From an optimization exercise on the open Yosys and OpenROAD flow, aimed at small area, a short achievable clock period and few clock cycles per item; shortcuts taken in it are not production practice.
Where RTL was checked, it was by simulation tests only, not by an equivalence proof against the original.
Power figures rest on the tool's default switching activity, not on a simulated workload.

Setup of old:
==> module map_unit, before the edit <==
module map_unit (
    input  wire        clk,
    input  wire        rst,
    input  wire        in_valid,
    output reg         in_ready,
    input  wire [15:0] isize,     
    input  wire [15:0] osize,     
    output reg         out_valid,
    output reg  [15:0] out_idx,
    output reg  [15:0] out_fnum,
    output reg         out_last,
    output reg         out_err
);
    reg         busy;           
    reg         div;            
    reg         p2;             
    reg         dvl, dvh;       
    reg         b;              
    reg  [15:0] q;              
    reg  [15:0] r;              
    reg  [15:0] nd;             
    reg  [15:0] cnt;            
    function [31:0] skl16;
        input [15:0] a, bb;
        reg   [15:0] g, p;
        integer l, j, m;
        begin
            g = a & bb;
            p = a ^ bb;
            for (l = 0; l < 4; l = l + 1)
                for (j = 0; j < 16; j = j + 1)
                    if ((j >> l) & 1) begin
                        m = ((j >> l) << l) - 1;
                        g[j] = g[j] | (p[j] & g[m]);
                        p[j] = p[j] & p[m];
                    end
            skl16 = {g, p};
        end
    endfunction
    wire [16:0] x   = {dvh ? out_fnum[15:8] : {1'b0, out_fnum[15:9]},
                       dvl ? {out_fnum[7:0], b} : out_fnum[8:0]};
    wire [17:0] t   = {1'b0, x} + {2'b01, nd} + 18'd1;    
    wire        c   = t[17];                              
    wire [31:0] sgp = skl16(out_fnum, r);
    wire [15:0] s   = (out_fnum ^ r) ^ {sgp[30:16], 1'b0};
    wire [15:0] z   = {dvh ? x[15:8] : s[15:8], dvl ? x[7:0] : s[7:0]};
    wire [15:0] fn  = c ? t[15:0] : z;
    wire [31:0] igp = skl16(out_idx, q);
    wire [15:0] ipx = out_idx ^ q;
    wire [15:0] ix0 = ipx ^ {igp[30:16], 1'b0};
    wire [15:0] ix1 = ipx ^ {igp[30:16] | igp[14:0], 1'b1};
    wire [15:0] ix  = c ? ix1 : ix0;           
    wire [15:0] above;                         
    assign above[15] = 1'b0;
    genvar k;
    generate
        for (k = 14; k >= 0; k = k - 1) begin : g_above
            assign above[k] = above[k+1] | r[k+1];
        end
    endgenerate
    wire [15:0] ptr = r & ~above;
    wire        bn  = |(q & {1'b0, ptr[15:1]});      
    wire        div_done = ~|r[15:1];
    wire        last_next = (cnt == 16'd2);
    reg  [15:0] cdec;
    reg         zb;
    integer m;
    always @(*) begin
        zb = 1'b1;
        for (m = 0; m < 16; m = m + 1) begin
            cdec[m] = cnt[m] ^ zb;
            zb      = zb & ~cnt[m];
        end
    end
    wire        in_zero = (isize == 16'd0) || (osize == 16'd0);
    wire        in_last = in_zero || (osize[15:1] == 15'd0);
    always @(posedge clk) begin
        if (rst) begin
            busy      <= 1'b0;
            in_ready  <= 1'b1;
            div       <= 1'b0;
            p2        <= 1'b0;
            dvl       <= 1'b0;
            dvh       <= 1'b0;
            out_valid <= 1'b0;
        end else if (!busy) begin
            out_valid <= in_valid;
            busy      <= in_valid;
            in_ready  <= ~in_valid;
            div       <= 1'b1;
            p2        <= 1'b0;
            dvl       <= 1'b1;
            dvh       <= 1'b1;
        end else if (div) begin
            out_valid <= div_done & ~out_last;
            if (out_last) begin
                busy     <= 1'b0;
                in_ready <= 1'b1;
                div      <= 1'b0;
                dvl      <= 1'b0;
                dvh      <= 1'b0;
            end else if (div_done) begin
                div      <= 1'b0;
                p2       <= ~last_next;
                dvl      <= ~last_next;
                dvh      <= ~last_next;
                busy     <= ~last_next;
                in_ready <= last_next;
            end
        end else begin
            out_valid <= 1'b1;
            p2        <= 1'b0;
            dvl       <= 1'b0;
            dvh       <= 1'b0;
            busy      <= ~last_next;
            in_ready  <= last_next;
        end
    end
    integer i;
    always @(posedge clk) begin
        if (!busy) begin
            out_idx  <= 16'd0;
            out_fnum <= 16'd0;
            out_last <= in_last;
            out_err  <= in_zero;
            b        <= 1'b1;              
            q        <= isize;
            r        <= isize;
            nd       <= ~osize;
            cnt      <= osize;
        end else if (div) begin
            for (i = 0; i < 16; i = i + 1)
                if (ptr[i]) begin
                    q[i]       <= c;
                    out_idx[i] <= c;
                end
            b        <= bn;
            r        <= div_done ? nd : {1'b0, r[15:1]};
            out_fnum <= fn;
            if (div_done) begin
                out_last <= last_next;
                cnt      <= cdec;
            end
        end else begin
            out_idx  <= ix;
            out_fnum <= fn;
            out_last <= last_next;
            cnt      <= cdec;
            if (p2) begin
                r  <= out_fnum;
                nd <= s;
            end
        end
    end
endmodule
export LEC_CHECK = 0
export CAP_MARGIN = 20
export CORE_MARGIN = 2
export CORE_UTILIZATION = 40
export SLEW_MARGIN = 20
create_clock -name core_clock -period 10.0 [get_ports {clk}]
standard.sh (not shown) runs the stock make flow with config.mk's settings and CLKGATE_MAP_FILE= SYNTH_SCRIPT=/design/flow/synth_recipe.tcl, a recipe that flattens the netlist after the stock synthesis.
==> flow/flow/run.sh <==
#!/bin/bash
set -euo pipefail
MARGIN=7
BUFCELL=sky130_fd_sc_hd__buf_2
sed -e 's/ SETUP_SLACK_MARGIN=[0-9.]*//' \
    -e "s/\"\${@:-finish}\"/SETUP_SLACK_MARGIN=$MARGIN BUFFER_PORTS_ARGS='-buffer_cell $BUFCELL' &/" \
    standard.sh > standard_margin.sh
bash standard_margin.sh > standard.log 2>&1
Testbench counts of old, summed over its fixed seeds: cycles 12,028, items 10,186.
Input changes introduced in new (baseline for comparison: old):
--- a/flow/design.v
+++ b/flow/design.v
@@ -12,10 +12,10 @@
     output reg         out_err
 );
     reg         busy;           
     reg         div;            
-    reg         p2;             
-    reg         dvl, dvh;       
+    reg         dv;             
+    wire        p2 = dv & ~div;             
     reg         b;              
     reg  [15:0] q;              
     reg  [15:0] r;              
     reg  [15:0] nd;             
@@ -36,15 +36,15 @@
                     end
             skl16 = {g, p};
         end
     endfunction
-    wire [16:0] x   = {dvh ? out_fnum[15:8] : {1'b0, out_fnum[15:9]},
-                       dvl ? {out_fnum[7:0], b} : out_fnum[8:0]};
+    wire [16:0] x   = {dv ? out_fnum[15:8] : {1'b0, out_fnum[15:9]},
+                       dv ? {out_fnum[7:0], b} : out_fnum[8:0]};
     wire [17:0] t   = {1'b0, x} + {2'b01, nd} + 18'd1;    
     wire        c   = t[17];                              
     wire [31:0] sgp = skl16(out_fnum, r);
     wire [15:0] s   = (out_fnum ^ r) ^ {sgp[30:16], 1'b0};
-    wire [15:0] z   = {dvh ? x[15:8] : s[15:8], dvl ? x[7:0] : s[7:0]};
+    wire [15:0] z   = {dv ? x[15:8] : s[15:8], dv ? x[7:0] : s[7:0]};
     wire [15:0] fn  = c ? t[15:0] : z;
     wire [31:0] igp = skl16(out_idx, q);
     wire [15:0] ipx = out_idx ^ q;
     wire [15:0] ix0 = ipx ^ {igp[30:16], 1'b0};
@@ -78,41 +78,32 @@
         if (rst) begin
             busy      <= 1'b0;
             in_ready  <= 1'b1;
             div       <= 1'b0;
-            p2        <= 1'b0;
-            dvl       <= 1'b0;
-            dvh       <= 1'b0;
+            dv        <= 1'b0;
             out_valid <= 1'b0;
         end else if (!busy) begin
             out_valid <= in_valid;
             busy      <= in_valid;
             in_ready  <= ~in_valid;
             div       <= 1'b1;
-            p2        <= 1'b0;
-            dvl       <= 1'b1;
-            dvh       <= 1'b1;
+            dv        <= 1'b1;
         end else if (div) begin
             out_valid <= div_done & ~out_last;
             if (out_last) begin
                 busy     <= 1'b0;
                 in_ready <= 1'b1;
                 div      <= 1'b0;
-                dvl      <= 1'b0;
-                dvh      <= 1'b0;
+                dv       <= 1'b0;
             end else if (div_done) begin
                 div      <= 1'b0;
-                p2       <= ~last_next;
-                dvl      <= ~last_next;
-                dvh      <= ~last_next;
+                dv       <= ~last_next;
                 busy     <= ~last_next;
                 in_ready <= last_next;
             end
         end else begin
             out_valid <= 1'b1;
-            p2        <= 1'b0;
-            dvl       <= 1'b0;
-            dvh       <= 1'b0;
+            dv        <= 1'b0;
             busy      <= ~last_next;
             in_ready  <= last_next;
         end
     end
- Between new and old, it is new whose final core area utilization is higher, by 1.4 points.
- The met2 global-route usage reported for new is greater than that of old by 1.1 points.
- new ended with less count of state elements after synthesis than old.
- Area of the die (new over old): increase, 330 sq um
- Post-synthesis instance total (new over old): increase, 0.99%
- In the reports, the flip-flop count of new falls short of that of old.
- Relative to old, the sequential portion of the cell area of new is lower by 1.3 points.
For new, only the layout was checked, not whether the RTL still works.

========
The RTL this note starts from:
==> flow/design.v <==
module map_unit (
    input  wire        clk,
    input  wire        rst,
    input  wire        in_valid,
    output wire        in_ready,
    input  wire [15:0] isize,     
    input  wire [15:0] osize,     
    output reg         out_valid,
    output reg  [15:0] out_idx,
    output reg  [15:0] out_fnum,
    output reg         out_last,
    output reg         out_err
);
    reg         busy;           
    reg         div;            
    reg  [3:0]  step;           
    reg  [15:0] q;              
    reg  [15:0] r;              
    reg  [15:0] osz;
    reg  [15:0] cnt;            
    assign in_ready = ~busy;
    wire [16:0] a   = div ? {out_fnum, q[15]} : {1'b0, out_fnum};
    function [17:0] radd;      
        input [16:0] x, y;
        input        ci;
        integer k;
        reg cy;
        begin
            cy = ci;
            for (k = 0; k < 17; k = k + 1) begin
                radd[k] = x[k] ^ y[k] ^ cy;
                cy = (x[k] & y[k]) | (cy & (x[k] ^ y[k]));
            end
            radd[17] = cy;
        end
    endfunction
    wire [17:0] s18 = radd(a, {1'b0, r}, 1'b0);
    wire [16:0] s   = s18[16:0];
    wire [17:0] t18 = radd(s, {1'b1, ~osz}, 1'b1);    
    wire        c   = t18[17];                  
    wire [15:0] fn  = c ? t18[15:0] : s[15:0];
    wire [15:0] qs  = {q[14:0], c};             
    wire [17:0] ix18 = radd({1'b0, out_idx}, {1'b0, q}, c);
    wire [15:0] ix  = ix18[15:0];
    wire        last_next = (cnt == 16'd2);
    wire        in_zero = (isize == 16'd0) || (osize == 16'd0);
    wire        in_one  = (osize == 16'd1);
    wire        in_small = (isize[15:8] == 8'd0);
    always @(posedge clk) begin
        if (rst) begin
            busy      <= 1'b0;
            div       <= 1'b0;
            out_valid <= 1'b0;
        end else if (!busy) begin
            out_valid <= in_valid;
            busy      <= in_valid & ~in_zero & ~in_one;
            div       <= 1'b1;
        end else if (div) begin
            out_valid <= (step == 4'd0);
            if (step == 4'd0) begin
                div  <= 1'b0;
                busy <= ~last_next;
            end
        end else begin
            out_valid <= 1'b1;
            busy      <= ~last_next;
        end
    end
    always @(posedge clk) begin
        if (!busy) begin
            out_idx  <= 16'd0;
            out_fnum <= 16'd0;
            out_last <= in_zero | in_one;
            out_err  <= in_zero;
            q        <= in_small ? {isize[7:0], 8'd0} : isize;
            step     <= in_small ? 4'd7 : 4'd15;
            r        <= 16'd0;
            osz      <= osize;
            cnt      <= osize;
        end else if (div) begin
            step     <= step - 4'd1;
            q        <= qs;
            out_idx  <= qs;
            out_fnum <= fn;
            if (step == 4'd0) begin
                r        <= fn;
                out_last <= last_next;
                cnt      <= cnt - 16'd1;
            end
        end else begin
            out_idx  <= ix;
            out_fnum <= fn;
            out_last <= last_next;
            cnt      <= cnt - 16'd1;
        end
    end
endmodule
clock: 10.0 ns
lec_check: 0
cap_margin: 20
core_margin: 2
core_utilization: 40
setup_slack_margin: 5
slew_margin: 20
run.sh (not shown) runs the stock make flow with config.mk's settings and CLKGATE_MAP_FILE= SYNTH_SCRIPT=/design/flow/synth_recipe.tcl, a recipe that flattens the netlist after the stock synthesis.
Stock flow here: none of the scripts above is used.
The starting point ran to the end with violations: negative setup slack.
Edit:
--- a/flow/design.v
+++ b/flow/design.v
@@ -18,34 +18,23 @@
     reg  [15:0] r;              
     reg  [15:0] osz;
     reg  [15:0] cnt;            
     assign in_ready = ~busy;
-    wire [16:0] a   = div ? {out_fnum, q[15]} : {1'b0, out_fnum};
-    function [17:0] radd;      
-        input [16:0] x, y;
-        input        ci;
-        integer k;
-        reg cy;
-        begin
-            cy = ci;
-            for (k = 0; k < 17; k = k + 1) begin
-                radd[k] = x[k] ^ y[k] ^ cy;
-                cy = (x[k] & y[k]) | (cy & (x[k] ^ y[k]));
-            end
-            radd[17] = cy;
-        end
-    endfunction
-    wire [17:0] s18 = radd(a, {1'b0, r}, 1'b0);
-    wire [16:0] s   = s18[16:0];
-    wire [17:0] t18 = radd(s, {1'b1, ~osz}, 1'b1);    
-    wire        c   = t18[17];                  
-    wire [15:0] fn  = c ? t18[15:0] : s[15:0];
+    wire        cin = div & q[15];
+    wire [15:0] s   = out_fnum + r + {15'd0, cin};
+    wire [15:0] no  = ~osz;
+    wire [15:0] xs  = out_fnum ^ r ^ no;
+    wire [15:0] xc  = (out_fnum & r) | (out_fnum & no) | (r & no);
+    wire [17:0] t   = {2'b0, xs} + {1'b0, xc, cin} + 18'd1;
+    wire        c   = t[17] | t[16];            
+    wire [15:0] fn  = c ? t[15:0] : s;
     wire [15:0] qs  = {q[14:0], c};             
-    wire [17:0] ix18 = radd({1'b0, out_idx}, {1'b0, q}, c);
-    wire [15:0] ix  = ix18[15:0];
+    wire [15:0] ix0 = out_idx + q;
+    wire [15:0] ix1 = ix0 + 16'd1;
+    wire [15:0] ix  = c ? ix1 : ix0;
     wire        last_next = (cnt == 16'd2);
-    wire        in_zero = (isize == 16'd0) || (osize == 16'd0);
-    wire        in_one  = (osize == 16'd1);
+    wire        in_zero  = (isize == 16'd0) || (osize == 16'd0);
+    wire        in_one   = (osize == 16'd1);
     wire        in_small = (isize[15:8] == 8'd0);
     always @(posedge clk) begin
         if (rst) begin
             busy      <= 1'b0;
@@ -79,12 +68,12 @@
             cnt      <= osize;
         end else if (div) begin
             step     <= step - 4'd1;
             q        <= qs;
+            r        <= fn;
             out_idx  <= qs;
             out_fnum <= fn;
             if (step == 4'd0) begin
-                r        <= fn;
                 out_last <= last_next;
                 cnt      <= cnt - 16'd1;
             end
         end else begin
=> The changed run completed without violations. Fmax climbs to 3.0 times its value. Cell area climbs by 22%. First-iteration DRC count climbs by 63%. Core utilization drops by 3.8 points. Count of clock-buffer cells in the layout drops by 2. Sequential cell count stays the same. Synthesized area climbs by 32%. Total power climbs by 58%. Register-to-register slack improves by 8400 ps. Routed wire length climbs by 60%. Non-clock buffer count drops by 20. Synthesized cell count climbs by 65%. Global-route usage climbs by 2.6 points. Final cell count climbs by 46%.
No run of this note included a check of the RTL's function; only the layout flow was run.

========
Setup of run a:
map_unit, a different RTL version from the one above (not shown whole).
Size: roughly 0.0076 mm2 of cells after synthesis.
==> module map_unit, before the edit <==
module map_unit (
    input  wire        clk,
    input  wire        rst,
    input  wire        in_valid,
    output reg         in_ready,
    input  wire [15:0] isize,     
    input  wire [15:0] osize,     
    output reg         out_valid,
    output reg  [15:0] out_idx,
    output reg  [15:0] out_fnum,
    output reg         out_last,
    output reg         out_err
);
    reg         busy;           
    reg         div;            
    reg         p2;             
    reg         dvl, dvh;       
    reg         b;              
    reg  [15:0] q;              
    reg  [15:0] r;              
    reg  [15:0] nd;             
    reg  [15:0] cnt;            
    function [16:0] bk16;
        input [15:0] a, bb;
        input        ci;
        reg   [15:0] g, p, gg, pp;
        integer d, j;
        begin
            g  = a & bb;
            p  = a ^ bb;
            gg = g;
            pp = p;
            gg[0] = g[0] | (p[0] & ci);
            for (d = 1; d < 16; d = d * 2)
                for (j = 2 * d - 1; j < 16; j = j + 2 * d) begin
                    gg[j] = gg[j] | (pp[j] & gg[j-d]);
                    pp[j] = pp[j] & pp[j-d];
                end
            for (d = 4; d >= 1; d = d / 2)
                for (j = 3 * d - 1; j < 16; j = j + 2 * d) begin
                    gg[j] = gg[j] | (pp[j] & gg[j-d]);
                    pp[j] = pp[j] & pp[j-d];
                end
            bk16 = {gg[15], p ^ {gg[14:0], ci}};
        end
    endfunction
    wire [16:0] x   = {dvh ? out_fnum[15:8] : {1'b0, out_fnum[15:9]},
                       dvl ? {out_fnum[7:0], b} : out_fnum[8:0]};
    wire [17:0] t   = {1'b0, x} + {2'b01, nd} + 18'd1;    
    wire        c   = t[17];                              
    wire [16:0] s17 = bk16(out_fnum, r, 1'b0);
    wire [15:0] s   = s17[15:0];
    wire [15:0] z   = {dvh ? x[15:8] : s[15:8], dvl ? x[7:0] : s[7:0]};
    wire [15:0] fn  = c ? t[15:0] : z;
    wire [16:0] i17 = bk16(out_idx, q, 1'b0);
    wire [15:0] ix0 = i17[15:0];
    wire [16:0] j17 = bk16(ix0, 16'd0, 1'b1);
    wire [15:0] ix1 = j17[15:0];
    wire [15:0] ix  = c ? ix1 : ix0;           
    wire [15:0] above;                         
    assign above[15] = 1'b0;
    genvar k;
    generate
        for (k = 14; k >= 0; k = k - 1) begin : g_above
            assign above[k] = above[k+1] | r[k+1];
        end
    endgenerate
    wire [15:0] ptr = r & ~above;
    wire        bn  = |(q & {1'b0, ptr[15:1]});      
    wire        div_done = ~|r[15:1];
    wire        last_next = (cnt == 16'd2);
    reg  [15:0] cdec;
    reg         zb;
    integer m;
    always @(*) begin
        zb = 1'b1;
        for (m = 0; m < 16; m = m + 1) begin
            cdec[m] = cnt[m] ^ zb;
            zb      = zb & ~cnt[m];
        end
    end
    wire        in_zero = (isize == 16'd0) || (osize == 16'd0);
    wire        in_last = in_zero || (osize[15:1] == 15'd0);
    always @(posedge clk) begin
        if (rst) begin
            busy      <= 1'b0;
            in_ready  <= 1'b1;
            div       <= 1'b0;
            p2        <= 1'b0;
            dvl       <= 1'b0;
            dvh       <= 1'b0;
            out_valid <= 1'b0;
        end else if (!busy) begin
            out_valid <= in_valid;
            busy      <= in_valid;
            in_ready  <= ~in_valid;
            div       <= 1'b1;
            p2        <= 1'b0;
            dvl       <= 1'b1;
            dvh       <= 1'b1;
        end else if (div) begin
            out_valid <= div_done & ~out_last;
            if (out_last) begin
                busy     <= 1'b0;
                in_ready <= 1'b1;
                div      <= 1'b0;
                dvl      <= 1'b0;
                dvh      <= 1'b0;
            end else if (div_done) begin
                div      <= 1'b0;
                p2       <= ~last_next;
                dvl      <= ~last_next;
                dvh      <= ~last_next;
                busy     <= ~last_next;
                in_ready <= last_next;
            end
        end else begin
            out_valid <= 1'b1;
            p2        <= 1'b0;
            dvl       <= 1'b0;
            dvh       <= 1'b0;
            busy      <= ~last_next;
            in_ready  <= last_next;
        end
    end
    integer i;
    always @(posedge clk) begin
        if (!busy) begin
            out_idx  <= 16'd0;
            out_fnum <= 16'd0;
            out_last <= in_last;
            out_err  <= in_zero;
            b        <= 1'b1;              
            q        <= isize;
            r        <= isize;
            nd       <= ~osize;
            cnt      <= osize;
        end else if (div) begin
            for (i = 0; i < 16; i = i + 1)
                if (ptr[i]) begin
                    q[i]       <= c;
                    out_idx[i] <= c;
                end
            b        <= bn;
            r        <= div_done ? nd : {1'b0, r[15:1]};
            out_fnum <= fn;
            if (div_done) begin
                out_last <= last_next;
                cnt      <= cdec;
            end
        end else begin
            out_idx  <= ix;
            out_fnum <= fn;
            out_last <= last_next;
            cnt      <= cdec;
            if (p2) begin
                r  <= out_fnum;
                nd <= s;
            end
        end
    end
endmodule
clock: 10.0 ns
lec_check: 0
cap_margin: 20
core_margin: 2
core_utilization: 40
slew_margin: 20
standard.sh (not shown) runs the stock make flow with config.mk's settings and CLKGATE_MAP_FILE= SYNTH_SCRIPT=/design/flow/synth_recipe.tcl, a recipe that flattens the netlist after the stock synthesis.
Scripts as last shown in full above: flow/flow/run.sh
Input changes introduced in run b (baseline for comparison: run a):
-- flow/design.v --
<<< run a, line 3
    input  wire        rst,
    input  wire        in_valid,
    output reg         in_ready,
    input  wire [15:0] isize,     
    input  wire [15:0] osize,     
>>> run b, line 3
    input  wire        rst,
    input  wire        in_valid,
    output wire        in_ready,
    input  wire [15:0] isize,     
    input  wire [15:0] osize,     
<<< run a, line 13
);
    reg         busy;           
    reg         div;            
    reg         p2;             
>>> run b, line 13
);
    reg         busy;           
    assign in_ready = ~busy;
    reg         div;            
    reg         p2;             
<<< run a, line 21
    reg  [15:0] nd;             
    reg  [15:0] cnt;            
    function [16:0] bk16;
        input [15:0] a, bb;
        input        ci;
        reg   [15:0] g, p, gg, pp;
        integer d, j;
        begin
            g  = a & bb;
            p  = a ^ bb;
            gg = g;
            pp = p;
            gg[0] = g[0] | (p[0] & ci);
            for (d = 1; d < 16; d = d * 2)
                for (j = 2 * d - 1; j < 16; j = j + 2 * d) begin
                    gg[j] = gg[j] | (pp[j] & gg[j-d]);
                    pp[j] = pp[j] & pp[j-d];
                end
            for (d = 4; d >= 1; d = d / 2)
                for (j = 3 * d - 1; j < 16; j = j + 2 * d) begin
                    gg[j] = gg[j] | (pp[j] & gg[j-d]);
                    pp[j] = pp[j] & pp[j-d];
                end
            bk16 = {gg[15], p ^ {gg[14:0], ci}};
        end
    endfunction
>>> run b, line 22
    reg  [15:0] nd;             
    reg  [15:0] cnt;            
    function [31:0] skl16;
        input [15:0] a, bb;
        reg   [15:0] g, p;
        integer l, j, m;
        begin
            g = a & bb;
            p = a ^ bb;
            for (l = 0; l < 4; l = l + 1)
                for (j = 0; j < 16; j = j + 1)
                    if ((j >> l) & 1) begin
                        m = ((j >> l) << l) - 1;
                        g[j] = g[j] | (p[j] & g[m]);
                        p[j] = p[j] & p[m];
                    end
            skl16 = {g, p};
        end
    endfunction
<<< run a, line 49
    wire [17:0] t   = {1'b0, x} + {2'b01, nd} + 18'd1;    
    wire        c   = t[17];                              
    wire [16:0] s17 = bk16(out_fnum, r, 1'b0);
    wire [15:0] s   = s17[15:0];
    wire [15:0] z   = {dvh ? x[15:8] : s[15:8], dvl ? x[7:0] : s[7:0]};
    wire [15:0] fn  = c ? t[15:0] : z;
    wire [16:0] i17 = bk16(out_idx, q, 1'b0);
    wire [15:0] ix0 = i17[15:0];
    wire [16:0] j17 = bk16(ix0, 16'd0, 1'b1);
    wire [15:0] ix1 = j17[15:0];
    wire [15:0] ix  = c ? ix1 : ix0;           
    wire [15:0] above;                         
>>> run b, line 43
    wire [17:0] t   = {1'b0, x} + {2'b01, nd} + 18'd1;    
    wire        c   = t[17];                              
    wire [31:0] sgp = skl16(out_fnum, r);
    wire [15:0] s   = (out_fnum ^ r) ^ {sgp[30:16], 1'b0};
    wire [15:0] z   = {dvh ? x[15:8] : s[15:8], dvl ? x[7:0] : s[7:0]};
    wire [15:0] fn  = c ? t[15:0] : z;
    wire [31:0] igp = skl16(out_idx, q);
    wire [15:0] ipx = out_idx ^ q;
    wire [15:0] ix0 = ipx ^ {igp[30:16], 1'b0};
    wire [15:0] ix1 = ipx ^ {igp[30:16] | igp[14:0], 1'b1};
    wire [15:0] ix  = c ? ix1 : ix0;           
    wire [15:0] above;                         
<<< run a, line 85
        if (rst) begin
            busy      <= 1'b0;
            in_ready  <= 1'b1;
            div       <= 1'b0;
            p2        <= 1'b0;
>>> run b, line 79
        if (rst) begin
            busy      <= 1'b0;
            div       <= 1'b0;
            p2        <= 1'b0;
<<< run a, line 94
            out_valid <= in_valid;
            busy      <= in_valid;
            in_ready  <= ~in_valid;
            div       <= 1'b1;
            p2        <= 1'b0;
>>> run b, line 87
            out_valid <= in_valid;
            busy      <= in_valid;
            div       <= 1'b1;
            p2        <= 1'b0;
<<< run a, line 103
            if (out_last) begin
                busy     <= 1'b0;
                in_ready <= 1'b1;
                div      <= 1'b0;
                dvl      <= 1'b0;
>>> run b, line 95
            if (out_last) begin
                busy     <= 1'b0;
                div      <= 1'b0;
                dvl      <= 1'b0;
<<< run a, line 113
                dvh      <= ~last_next;
                busy     <= ~last_next;
                in_ready <= last_next;
            end
        end else begin
>>> run b, line 104
                dvh      <= ~last_next;
                busy     <= ~last_next;
            end
        end else begin
<<< run a, line 121
            dvh       <= 1'b0;
            busy      <= ~last_next;
            in_ready  <= last_next;
        end
    end
>>> run b, line 111
            dvh       <= 1'b0;
            busy      <= ~last_next;
        end
    end
--- outcome ---
- [run b vs run a] pre-CTS setup slack: lower in run b
- In the tables for run a and run b, data required time of the critical path reads lower with run b.
- Looking only at fraction of area in registers, and setting everything else aside, the lower value of run a and run b goes to run b.
- Compared with run a, in run b routed wirelength normalized by instance count shows an increase of about 8%, cell area shows an increase of 29 um2, critical path depth in cells shows a reduction of 3.
- On run b: total wire length is about 8% higher than what run a gave.
- Max depth of the most critical reg-to-reg path across run a and run b: run a
- Re CTS sink count: run a was higher than run b.
- Number of distinct library cells after synthesis, run a and run b, lower one = run b.
- Non-clock buffer count, run b vs run a: up by more than 10%
- The higher total routing usage reported by global routing came out of run b.
- Summary of the comparison: number of rows created at floorplan is lower in run b, relative to run a.
No run of this note included a check of the RTL's function; only the layout flow was run.

-- what the ideal ports hide --
How much do the figures lean on ideal ports? The routed layouts below were timed once more, with nothing changed but the port constraints.
Step 1 sets driving cells, clkbuf_16 on the clock port and buf_2 on the other inputs (assumed; they add their load-dependent delay and slew).
Step 2, shift: input delay + t, output delay - t, t = (earliest + latest rising clock arrival at the registers) / 2. This alone moves slack from input paths to output paths.
Slacks: ideal / step 1 / step 2; pairs: ideal / step 1.
run	t (ns)	slack for setup (ns)	worst setup path after step 2	clock arrival spread, ns	cell pins on the clock port's net
old	0.407	6.943 / 6.943 / 6.675	input to register	0.013 / 0.013	1
new	0.405	6.906 / 6.906 / 6.727	input to register	0.010 / 0.010	1
the first run of note 2	0.390	-2.627 / -2.627 / -2.627	register to register	0.007 / 0.007	1
the second run of note 2	0.399	5.766 / 5.763 / 5.652	input to register	0.007 / 0.008	1
run a	0.406	6.319 / 6.319 / 6.319	register to register	0.011 / 0.011	1
run b	0.404	6.952 / 6.952 / 6.611	input to register	0.013 / 0.013	1
The setup slack of run b, which loses most, moves by 0.000 ns with the drivers and by -0.341 ns with both steps.
